This design comes from an exercise in tuning for small area, a short achievable clock period and few clock cycles on the open sky130 flow, not from production work.

==> flow/design.v <==
module twb_flash_engine (
    input  wire        clk,
    input  wire        rst,
    input  wire        cmd_valid,
    output wire        cmd_ready,
    input  wire        cmd_verify,       
    input  wire [15:0] cmd_length,       
    input  wire [15:0] cmd_start_page,
    input  wire [7:0]  cmd_page_size,    
    input  wire        buf_valid,
    output wire        buf_ready,
    input  wire [7:0]  buf_data,
    output wire        tx_valid,
    input  wire        tx_ready,
    output wire [7:0]  tx_data,
    output wire        tx_last,
    input  wire        ack_valid,
    output wire        ack_ready,
    input  wire        ack_ok,
    input  wire        rx_valid,
    output wire        rx_ready,
    input  wire [7:0]  rx_data,
    output reg         rsp_valid,
    output reg  [2:0]  rsp_status,
    output wire [15:0] rsp_page
);
    reg        st_idle, st_hdr, st_data, st_ack, st_read, st_fin;
    reg        verify;
    reg        first;        
    reg [7:0]  ps;
    reg [15:0] rem;          
    reg [7:0]  cnt;          
    reg [15:0] idx;          
    reg [15:0] addr;         
    reg [15:0] crc;          
    reg        mul;
    reg [7:0]  o_data;
    reg        o_valid, o_last;
    reg [7:0]  s_data;
    reg        s_valid;
    reg        tx_valid_q, buf_ready_q, rx_ready_q;
    wire [3:0] step  = crc[3:0];
    wire [1:0] h     = crc[5:4];
    wire       acarry = crc[8];
    reg        busy;         
    assign cmd_ready = ~busy;
    assign ack_ready = st_ack;
    assign tx_valid  = tx_valid_q;
    assign tx_data   = o_data;
    assign tx_last   = o_last;
    assign buf_ready = buf_ready_q;
    assign rx_ready  = rx_ready_q;
    assign rsp_page  = idx;
    wire cmd_fire = st_idle & cmd_valid;
    wire tx_fire  = tx_valid_q & tx_ready;
    wire rx_fire  = rx_ready_q & rx_valid;
    wire buf_fire = buf_ready_q & buf_valid;
    wire ack_fire = st_ack & ack_valid;
    wire hdr_fire = st_hdr & tx_fire;
    wire lo_fire  = hdr_fire & (h == 2'd3);
    wire consume  = (st_data & tx_fire) | rx_fire;
    wire end_w    = st_data & tx_fire & o_last;
    wire end_v    = rx_fire & o_last;
    wire rem_nz   = |rem;
    wire more     = rem_nz | s_valid;
    wire       rx_ff  = &rx_data;
    wire [7:0] d      = rx_ff ? 8'h00 : (rx_data ^ o_data);
    wire [7:0] x      = crc[7:0] ^ d;
    wire       par    = ^x;
    wire [15:0] crc_upd = {par, x[7] ^ par, x[7:2] ^ x[6:1], crc[15] ^ x[1] ^ x[0],
                           crc[14] ^ x[0], crc[13:9], crc[8] ^ par};
    wire       crc_z  = (crc == 16'h0000);
    wire cnt_nz    = |cnt;
    wire in_page   = st_data | st_read | st_ack | (st_hdr & (h == 2'd3));
    wire slot_free = ~o_valid | consume | lo_fire;
    wire src_avail = s_valid | buf_valid | ~rem_nz;
    wire load      = in_page & cnt_nz & slot_free & src_avail;
    wire [7:0] src = s_valid ? s_data : (rem_nz ? buf_data : 8'hFF);
    wire [7:0] add_a = mul ? cnt : addr[7:0];
    wire [7:0] add_b = (mul & ~addr[0]) ? 8'h00 : ps;
    wire [8:0] sum   = add_a + add_b;
    wire [7:0] hi_src = mul ? {cnt[0] ^ (addr[0] & ps[0]), addr[15:9]} : addr[15:8];
    wire adv_lo = hdr_fire & (h == 2'd2);
    wire adv_hi = st_hdr & (h == 2'd3) & acarry;
    wire adv    = hdr_fire & (h == 2'd0) & ~first;
    wire ok_w   = ack_fire & ack_ok & ~verify;
    wire adv_f  = st_fin & crc_z & more;
    wire ok_end = (ok_w & ~more) | (st_fin & crc_z & ~more) | abort;
    wire tr_end = ack_fire & ~ack_ok;
    wire ps_z   = (ps == 8'd0);
    wire abort  = st_hdr & mul & (step == 4'd0) & (ps_z | ~rem_nz);
    reg        n_idle, n_hdr, n_data, n_ack, n_read, n_fin;
    reg        n_mul;
    reg [7:0]  n_o;
    reg        n_ov, n_ol;
    reg        n_sv;
    reg [15:0] n_crc;
    always @(*) begin
        n_idle = st_idle | (st_fin & ~adv_f); n_hdr = st_hdr | adv_f; n_data = st_data; n_ack = st_ack;
        n_read = st_read; n_fin = 1'b0;
        if (cmd_fire) begin
            n_idle = 1'b0; n_hdr = 1'b1;
        end
        if (abort) begin
            n_idle = 1'b1; n_hdr = 1'b0;
        end
        if (lo_fire) begin
            n_hdr = 1'b0; n_data = ~verify; n_ack = verify;
        end
        if (end_w) begin
            n_data = 1'b0; n_ack = 1'b1;
        end
        if (ack_fire) begin
            n_ack  = 1'b0;
            n_read = ack_ok & verify;
            n_hdr  = ok_w & more;
            n_idle = ~ack_ok | (~verify & ~more);
        end
        if (end_v) begin
            n_read = 1'b0;
            n_fin  = 1'b1;
        end
        n_mul = cmd_fire | (mul & (step != 4'd15) & ~abort);
        n_o = o_data; n_ov = o_valid; n_ol = o_last;
        if (st_idle) begin
            n_o = 8'h02; n_ov = 1'b1; n_ol = 1'b0;
        end else if (st_hdr & (h != 2'd3)) begin
            if (tx_fire) begin
                case (h)
                    2'd0:    n_o = 8'h01;
                    2'd1:    n_o = hi_src;
                    default: begin n_o = addr[7:0]; n_ol = verify; end
                endcase
            end
        end else if (load) begin
            n_o = src; n_ov = 1'b1; n_ol = (cnt == 8'd1);
        end else if (consume & ~cnt_nz) begin
            n_o = 8'h02; n_ov = 1'b1; n_ol = 1'b0;
        end else if (consume | lo_fire) begin
            n_ov = 1'b0;
        end
        n_sv = st_idle ? 1'b0 : (s_valid ? ~load : (buf_fire & ~load));
        n_crc = 16'd0;
        if (st_read)
            n_crc = rx_fire ? crc_upd : crc;
        else if (st_hdr & ~lo_fire)
            n_crc = {crc[15:9], adv_lo & sum[8], crc[7:6], h + {1'b0, tx_fire},
                     step + {3'd0, mul}};
    end
    reg [15:0] rem_bz, idx_c;
    integer bi;
    always @(*) begin
        for (bi = 0; bi < 16; bi = bi + 1) begin
            rem_bz[bi] = ~|(rem & ((16'd1 << bi) - 16'd1));
            idx_c[bi]  = &(idx | ~((16'd1 << bi) - 16'd1));
        end
    end
    wire [15:0] rem_dec = rem ^ rem_bz;
    wire [15:0] idx_inc = idx ^ idx_c;
    wire n_rem_nz = cmd_fire ? 1'b0 : (buf_fire ? (rem != 16'd1) : rem_nz);
    always @(posedge clk) begin
        if (rst) begin
            st_idle     <= 1'b1;
            busy        <= 1'b0;
            st_hdr      <= 1'b0;
            st_data     <= 1'b0;
            st_ack      <= 1'b0;
            st_read     <= 1'b0;
            st_fin      <= 1'b0;
            mul         <= 1'b0;
            tx_valid_q  <= 1'b0;
            buf_ready_q <= 1'b0;
            rx_ready_q  <= 1'b0;
            rsp_valid   <= 1'b0;
        end else begin
            st_idle     <= n_idle;
            busy        <= ~n_idle;
            st_hdr      <= n_hdr;
            st_data     <= n_data;
            st_ack      <= n_ack;
            st_read     <= n_read;
            st_fin      <= n_fin;
            mul         <= n_mul;
            tx_valid_q  <= (n_hdr & (~n_mul | (n_crc[3:0] >= 4'd14))) | (n_data & n_ov);
            buf_ready_q <= ~n_idle & ~n_sv & n_rem_nz;
            rx_ready_q  <= n_read & n_ov;
            rsp_valid   <= abort | (ok_w & ~more) | tr_end | (st_fin & ~adv_f);
        end
        o_data  <= n_o;
        o_valid <= n_ov;
        o_last  <= n_ol;
        s_valid <= n_sv;
        crc     <= n_crc;
        if (cmd_fire)      addr <= cmd_start_page;
        else if (mul)      addr <= {sum[0], addr[15:1]};
        else if (adv_lo)   addr[7:0] <= sum[7:0];
        else if (adv_hi)   addr[15:8] <= addr[15:8] + 8'd1;
        if (cmd_fire)       rem <= cmd_length;
        else if (buf_fire)  rem <= rem_dec;
        if (cmd_fire) begin
            verify <= cmd_verify;
            ps     <= cmd_page_size;
        end
        if (cmd_fire)                    first <= 1'b1;
        else if (hdr_fire & (h == 2'd0)) first <= 1'b0;
        if (cmd_fire)        cnt <= 8'd0;
        else if (mul)        cnt <= sum[8:1];
        else if (st_hdr)     cnt <= (lo_fire & load) ? cnt - 8'd1 : ps;
        else if (load)       cnt <= cnt - 8'd1;
        if (buf_fire & ~(load & ~s_valid))
            s_data <= buf_data;
        if (cmd_fire)     idx <= cmd_start_page;
        else if (adv)     idx <= idx_inc;
        else if (ok_end)  idx <= 16'd0;
        if (abort)       rsp_status <= ps_z ? 3'd3 : 3'd0;
        else if (tr_end) rsp_status <= 3'd1;
        else if (st_fin) rsp_status <= crc_z ? 3'd0 : 3'd5;   
        else if (ok_w)   rsp_status <= 3'd0;
    end
endmodule
Settings: LEC_CHECK=0, CAP_MARGIN=20, CORE_MARGIN=2, CORE_UTILIZATION=40, SLEW_MARGIN=20; clock period 11.0 ns.
standard.sh (not shown) runs the stock make flow with config.mk's settings and CLKGATE_MAP_FILE= SYNTH_SCRIPT=/design/flow/synth_recipe.tcl, a recipe that flattens the netlist after the stock synthesis.
==> flow/flow/run.sh <==
#!/bin/bash
# Standard ORFS layout with small port buffers and a lighter clock tree.
set -euo pipefail
export BUFFER_PORTS_ARGS="-buffer_cell sky130_fd_sc_hd__buf_1"
export CTS_ARGS="-sink_clustering_enable -repair_clock_nets -dont_use_dummy_load -buf_list {sky130_fd_sc_hd__clkbuf_4 sky130_fd_sc_hd__clkbuf_8} -sink_clustering_size 24 -sink_clustering_max_diameter 80"
bash standard.sh > standard.log 2>&1
Next try:
--- a/flow/design.v
+++ b/flow/design.v
@@ -42,8 +42,7 @@
     wire [3:0] step  = crc[3:0];
     wire [1:0] h     = crc[5:4];
     wire       acarry = crc[8];
-    reg        busy;         
-    assign cmd_ready = ~busy;
+    assign cmd_ready = st_idle;
     assign ack_ready = st_ack;
     assign tx_valid  = tx_valid_q;
     assign tx_data   = o_data;
@@ -85,10 +84,11 @@
     wire adv    = hdr_fire & (h == 2'd0) & ~first;
     wire ok_w   = ack_fire & ack_ok & ~verify;
     wire adv_f  = st_fin & crc_z & more;
-    wire ok_end = (ok_w & ~more) | (st_fin & crc_z & ~more) | abort;
+    wire ok_end = (ok_w & ~more) | (st_fin & crc_z & ~more);
     wire tr_end = ack_fire & ~ack_ok;
-    wire ps_z   = (ps == 8'd0);
-    wire abort  = st_hdr & mul & (step == 4'd0) & (ps_z | ~rem_nz);
+    wire ps_z   = (cmd_page_size == 8'd0);
+    wire len_z  = (cmd_length == 16'd0);
+    wire start  = cmd_fire & ~ps_z & ~len_z;
     reg        n_idle, n_hdr, n_data, n_ack, n_read, n_fin;
     reg        n_mul;
     reg [7:0]  n_o;
@@ -99,10 +99,7 @@
         n_idle = st_idle | (st_fin & ~adv_f); n_hdr = st_hdr | adv_f; n_data = st_data; n_ack = st_ack;
         n_read = st_read; n_fin = 1'b0;
         if (cmd_fire) begin
-            n_idle = 1'b0; n_hdr = 1'b1;
-        end
-        if (abort) begin
-            n_idle = 1'b1; n_hdr = 1'b0;
+            n_idle = ~start; n_hdr = start;
         end
         if (lo_fire) begin
             n_hdr = 1'b0; n_data = ~verify; n_ack = verify;
@@ -120,7 +117,7 @@
             n_read = 1'b0;
             n_fin  = 1'b1;
         end
-        n_mul = cmd_fire | (mul & (step != 4'd15) & ~abort);
+        n_mul = start | (mul & (step != 4'd15));
         n_o = o_data; n_ov = o_valid; n_ol = o_last;
         if (st_idle) begin
             n_o = 8'h02; n_ov = 1'b1; n_ol = 1'b0;
@@ -150,18 +147,19 @@
     reg [15:0] rem_bz, idx_c;
     integer bi;
     always @(*) begin
-        for (bi = 0; bi < 16; bi = bi + 1) begin
-            rem_bz[bi] = ~|(rem & ((16'd1 << bi) - 16'd1));
-            idx_c[bi]  = &(idx | ~((16'd1 << bi) - 16'd1));
+        rem_bz[0] = 1'b1;
+        idx_c[0]  = 1'b1;
+        for (bi = 1; bi < 16; bi = bi + 1) begin
+            rem_bz[bi] = rem_bz[bi-1] & ~rem[bi-1];
+            idx_c[bi]  = idx_c[bi-1] & idx[bi-1];
         end
     end
     wire [15:0] rem_dec = rem ^ rem_bz;
     wire [15:0] idx_inc = idx ^ idx_c;
-    wire n_rem_nz = cmd_fire ? 1'b0 : (buf_fire ? (rem != 16'd1) : rem_nz);
+    wire n_rem_nz = start ? 1'b1 : (buf_fire ? (rem != 16'd1) : rem_nz);
     always @(posedge clk) begin
         if (rst) begin
             st_idle     <= 1'b1;
-            busy        <= 1'b0;
             st_hdr      <= 1'b0;
             st_data     <= 1'b0;
             st_ack      <= 1'b0;
@@ -174,7 +172,6 @@
             rsp_valid   <= 1'b0;
         end else begin
             st_idle     <= n_idle;
-            busy        <= ~n_idle;
             st_hdr      <= n_hdr;
             st_data     <= n_data;
             st_ack      <= n_ack;
@@ -184,35 +181,35 @@
             tx_valid_q  <= (n_hdr & (~n_mul | (n_crc[3:0] >= 4'd14))) | (n_data & n_ov);
             buf_ready_q <= ~n_idle & ~n_sv & n_rem_nz;
             rx_ready_q  <= n_read & n_ov;
-            rsp_valid   <= abort | (ok_w & ~more) | tr_end | (st_fin & ~adv_f);
+            rsp_valid   <= (cmd_fire & ~start) | (ok_w & ~more) | tr_end | (st_fin & ~adv_f);
         end
         o_data  <= n_o;
         o_valid <= n_ov;
         o_last  <= n_ol;
         s_valid <= n_sv;
         crc     <= n_crc;
-        if (cmd_fire)      addr <= cmd_start_page;
+        if (start)         addr <= cmd_start_page;
         else if (mul)      addr <= {sum[0], addr[15:1]};
         else if (adv_lo)   addr[7:0] <= sum[7:0];
         else if (adv_hi)   addr[15:8] <= addr[15:8] + 8'd1;
-        if (cmd_fire)       rem <= cmd_length;
+        if (start)          rem <= cmd_length;
         else if (buf_fire)  rem <= rem_dec;
         if (cmd_fire) begin
             verify <= cmd_verify;
             ps     <= cmd_page_size;
         end
-        if (cmd_fire)                    first <= 1'b1;
+        if (start)                       first <= 1'b1;
         else if (hdr_fire & (h == 2'd0)) first <= 1'b0;
-        if (cmd_fire)        cnt <= 8'd0;
+        if (start)           cnt <= 8'd0;
         else if (mul)        cnt <= sum[8:1];
         else if (st_hdr)     cnt <= (lo_fire & load) ? cnt - 8'd1 : ps;
         else if (load)       cnt <= cnt - 8'd1;
         if (buf_fire & ~(load & ~s_valid))
             s_data <= buf_data;
-        if (cmd_fire)     idx <= cmd_start_page;
+        if (cmd_fire)     idx <= start ? cmd_start_page : 16'd0;
         else if (adv)     idx <= idx_inc;
         else if (ok_end)  idx <= 16'd0;
-        if (abort)       rsp_status <= ps_z ? 3'd3 : 3'd0;
+        if (cmd_fire)    rsp_status <= ps_z ? 3'd3 : 3'd0;
         else if (tr_end) rsp_status <= 3'd1;
         else if (st_fin) rsp_status <= crc_z ? 3'd0 : 3'd5;   
         else if (ok_w)   rsp_status <= 3'd0;
=> Sequential share of layout area goes up by 0.17 points. Register-to-register slack got worse by 0.26 ns. Setup slack gets better by 0.38 ns. Routed wire length goes down by 5.8%. Via count came out lower by 6.6%. Die area goes down by about 1.7%. Cell count decreases by about 4%. Count of clock-buffer cells in the layout does not change.
No run of this note included a check of the RTL's function; only the layout flow was run.

what the ideal ports hide:
In the flow no input, the clock included, has a driving cell. The finished layouts below were timed again as built, in two steps. Step 1, drivers: a clkbuf_16 drives clk and a buf_2 each remaining input, both assumed. Step 2 moves the port delays by t, midway between the first and last clock arrival at a register: inputs arrive t later, outputs are due t later. That takes back most of the time a late clock gives input paths. a / b / c = ideal / step 1 / step 2; a / b = the first two.
| run | t (ns) | setup slack, ns | worst setup path after step 2 | worst data-port slew with drivers (ns) | cell pins on the clock port's net |
|---|---|---|---|---|---|
| the first run | 0.463 | 6.837 / 6.832 / 6.369 | input to register | 0.05 | 1 |
| the second run | 0.461 | 7.214 / 7.228 / 6.767 | input to register | 0.05 | 1 |
After both steps setup and hold are still met in every run listed. For the first run, which loses most, drivers alone change the setup slack by -0.005 ns; drivers and shift together by -0.468 ns.
